From an optimization exercise on the open Yosys and OpenROAD flow, aimed at small area, a short achievable clock period and few clock cycles per item; shortcuts taken in it are not production practice.
Only simulation tests tie the RTL to the original design; equivalence was not proved.
The flow treats the clock pin as an ideal source. Dropping or thinning the clock tree relies on that and would not hold on a real chip.
Power figures rest on the tool's default switching activity, not on a simulated workload.

rev 12:
## ppu_render
module ppu_render (
    input  wire         clk,
    input  wire         rst,
    input  wire         start,
    output wire         busy,
    output reg          done,
    input  wire         pal_we,
    input  wire [1:0]   pal_idx,
    input  wire [23:0]  pal_rgb,
    output wire         vram_re,
    output wire [14:0]  vram_addr,
    input  wire [7:0]   vram_rdata,
    output reg          fb_we,
    output wire [7:0]   fb_y,
    output wire [4:0]   fb_col,
    output wire [7:0]   fb_paint,
    output wire [191:0] fb_rgb
);
Size: about 660 cells after synthesis, ~150 flip-flops, roughly 7500 um2 of cells after synthesis.
==> flow/config.mk <==
export PLATFORM = sky130hd
export DESIGN_NAME = ppu_render
export DESIGN_NICKNAME = ppu_render
export VERILOG_FILES = /design/flow/design.v
export SDC_FILE = /design/flow/constraint.sdc
export NUM_CORES = 4
export LEC_CHECK = 0
export CAP_MARGIN = 20
export CORE_MARGIN = 2
export CORE_UTILIZATION = 40
export PLACE_DENSITY = 0.6
export SLEW_MARGIN = 20
==> flow/constraint.sdc <==
create_clock -name core_clock -period 5.0 [get_ports {clk}]
set_input_delay 1.0000 -clock core_clock [delete_from_list [all_inputs] [get_ports {clk}]]
set_output_delay 1.0000 -clock core_clock [all_outputs]
set_load 0.01 [all_outputs]
standard.sh (not shown) runs the stock make flow with config.mk's settings and CLKGATE_MAP_FILE= SYNTH_SCRIPT=/design/flow/synth_recipe.tcl, a recipe that flattens the netlist after the stock synthesis.
==> flow/flow/run.sh <==
#!/bin/bash
# The standard ORFS layout, with three changes:
#  - plain buf_1 cells as the port buffers instead of the delay buffers
#    buffer_ports picks by default;
#  - before detailed placement, each output port buffer is moved next to the
#    cell that drives it, and high-fanout flip-flops get their strongest
#    drive (flow/pre_dpl.tcl);
#  - after CTS, the clock tree is rebuilt as a shallow balanced tree of
#    clkbuf cells (flow/post_cts.tcl), which cuts the clock latency every
#    register sees by the same amount.
set -euo pipefail
export BUFFER_PORTS_ARGS="-buffer_cell sky130_fd_sc_hd__buf_1"
export PRE_DETAIL_PLACE_TCL="$PWD/flow/pre_dpl.tcl"
export POST_CTS_TCL="$PWD/flow/post_cts.tcl"
bash standard.sh finish > orfs_make.log 2>&1
==> flow/flow/pre_dpl.tcl <==
# Move each output port buffer onto the cell that drives it, before detailed
# placement legalizes the rows. Global placement leaves these buffers
# anywhere on the line between their driver and the port, which makes weak
# drivers (the colour gates) drive most of the wire; next to the driver, the
# port buffer drives the wire to the port instead.
set block [ord::get_db_block]
set moved 0
foreach inst [$block getInsts] {
  if {![string match "output*" [$inst getName]]} { continue }
  if {![string match "sky130_fd_sc_hd__buf_*" [[$inst getMaster] getName]]} { continue }
  set onet [[$inst findITerm X] getNet]
  if {$onet eq "NULL" || [llength [$onet getBTerms]] != 1} { continue }
  set anet [[$inst findITerm A] getNet]
  if {$anet eq "NULL"} { continue }
  set drv ""
  foreach it [$anet getITerms] {
    if {[$it getIoType] eq "OUTPUT"} { set drv [$it getInst] }
  }
  if {$drv eq ""} { continue }
  set b [$drv getBBox]
  $inst setLocation [$b xMin] [$b yMin]
  incr moved
}
puts "pre_dpl: moved $moved output buffers next to their drivers"

# Flip-flops that drive many loads (the per-pixel colour selects, 24 gates
# each) get the strongest drive of their own cell type.
set strong [[ord::get_db] findMaster sky130_fd_sc_hd__dfxtp_4]
set sized 0
foreach inst [$block getInsts] {
  if {![string match "sky130_fd_sc_hd__dfxtp_*" [[$inst getMaster] getName]]} { continue }
  set qnet [[$inst findITerm Q] getNet]
  if {$qnet eq "NULL"} { continue }
  if {[llength [$qnet getITerms]] - 1 >= 12} {
    $inst swapMaster $strong
    incr sized
  }
}
puts "pre_dpl: $sized high-fanout flip-flops set to dfxtp_4"
Other scripts of this flow, unchanged in this note and not shown: flow/flow/post_cts.tcl
Rev 12 ended with every stage complete and zero timing, DRC or antenna violations.
Testbench counts of rev 12, summed over its fixed seeds: cycles 243,796, frames 16.
Input-level comparison between rev 13 and rev 12:
Settings: changing PLACE_DENSITY from 0.6 to 0.65; changing CORE_UTILIZATION from 40 to 50.
--- a/flow/flow/run.sh
+++ b/flow/flow/run.sh
@@ -1,8 +1,9 @@
 #!/bin/bash
-# The standard ORFS layout, with three changes:
+# The standard ORFS layout, with these changes:
 #  - plain buf_1 cells as the port buffers instead of the delay buffers
 #    buffer_ports picks by default;
+#  - before global placement, high-fanout flip-flops get their strongest
+#    drive (flow/pre_gpl.tcl);
 #  - before detailed placement, each output port buffer is moved next to the
-#    cell that drives it, and high-fanout flip-flops get their strongest
-#    drive (flow/pre_dpl.tcl);
+#    cell that drives it (flow/pre_dpl.tcl);
 #  - after CTS, the clock tree is rebuilt as a shallow balanced tree of
@@ -12,2 +13,3 @@
 export BUFFER_PORTS_ARGS="-buffer_cell sky130_fd_sc_hd__buf_1"
+export PRE_GLOBAL_PLACE_TCL="$PWD/flow/pre_gpl.tcl"
 export PRE_DETAIL_PLACE_TCL="$PWD/flow/pre_dpl.tcl"
--- a/flow/flow/pre_dpl.tcl
+++ b/flow/flow/pre_dpl.tcl
@@ -24,16 +24 @@
 puts "pre_dpl: moved $moved output buffers next to their drivers"
-
-# Flip-flops that drive many loads (the per-pixel colour selects, 24 gates
-# each) get the strongest drive of their own cell type.
-set strong [[ord::get_db] findMaster sky130_fd_sc_hd__dfxtp_4]
-set sized 0
-foreach inst [$block getInsts] {
-  if {![string match "sky130_fd_sc_hd__dfxtp_*" [[$inst getMaster] getName]]} { continue }
-  set qnet [[$inst findITerm Q] getNet]
-  if {$qnet eq "NULL"} { continue }
-  if {[llength [$qnet getITerms]] - 1 >= 12} {
-    $inst swapMaster $strong
-    incr sized
-  }
-}
-puts "pre_dpl: $sized high-fanout flip-flops set to dfxtp_4"
==> flow/flow/pre_gpl.tcl (new file) <==
# Before global placement: flip-flops that drive many loads get the
# strongest drive of their own cell type, so that the timing-driven
# placement need not buffer them. The synthesis buffers are removed first
# (global placement removes them next anyway) so the fanout is seen.
remove_buffers
set block [ord::get_db_block]
# (the per-pixel colour selects drive 24 gates each)
set strong [[ord::get_db] findMaster sky130_fd_sc_hd__dfxtp_4]
set sized 0
foreach inst [$block getInsts] {
  if {![string match "sky130_fd_sc_hd__dfxtp_*" [[$inst getMaster] getName]]} { continue }
  set qnet [[$inst findITerm Q] getNet]
  if {$qnet eq "NULL"} { continue }
  if {[llength [$qnet getITerms]] - 1 >= 12} {
    $inst swapMaster $strong
    incr sized
  }
}
puts "pre_gpl: $sized high-fanout flip-flops set to dfxtp_4"
Results
Status | rev 13 and rev 12 | clean
Rev 13 vs rev 12, capturing instance or port of the critical path: fb_rgb[95] vs fb_rgb[51]
Between rev 12 and rev 13, the flow reports routed wire length decreasing by a few percent.
Diff rev 12 -> rev 13 | final design instance area without fill | decrease of about 0.9%
On internal power contribution, rev 13 and rev 12 are basically level.
No run of this note takes its clock network from TritonCTS; it comes from the design's own scripts or RTL.

[port drivers added, routing unchanged]
The flow's constraints put no driver on any port. The routed layouts listed below were extracted and timed again, unchanged, in two steps. Step 1 (the two cells are an assumption about what drives the block):
set clk [get_ports {clk}]
set_driving_cell -lib_cell sky130_fd_sc_hd__clkbuf_16 $clk
set_driving_cell -lib_cell sky130_fd_sc_hd__buf_2 [delete_from_list [all_inputs] $clk]
Step 2, shift: input delay + t, output delay - t, t = (earliest + latest rising clock arrival at the registers) / 2. This alone moves slack from input paths to output paths. a / b / c = ideal / step 1 / step 2; a / b = the first two.
| run | t (ns) | slack for setup (ns) | hold WS [ns] | worst setup path at the end | slew at the worst register clock pin (ns) |
|---|---|---|---|---|---|
| rev 12 | 0.354 | 2.451 / 2.377 / 2.282 | 0.435 / 0.435 / 0.435 | input to register | 0.09 / 0.09 |
| rev 13 | 0.354 | 2.486 / 2.413 / 2.261 | 0.432 / 0.432 / 0.432 | input to register | 0.09 / 0.09 |
After both steps setup and hold are still met in every run listed. For rev 13, which loses most, drivers alone change the setup slack by -0.073 ns; drivers and shift together by -0.225 ns.
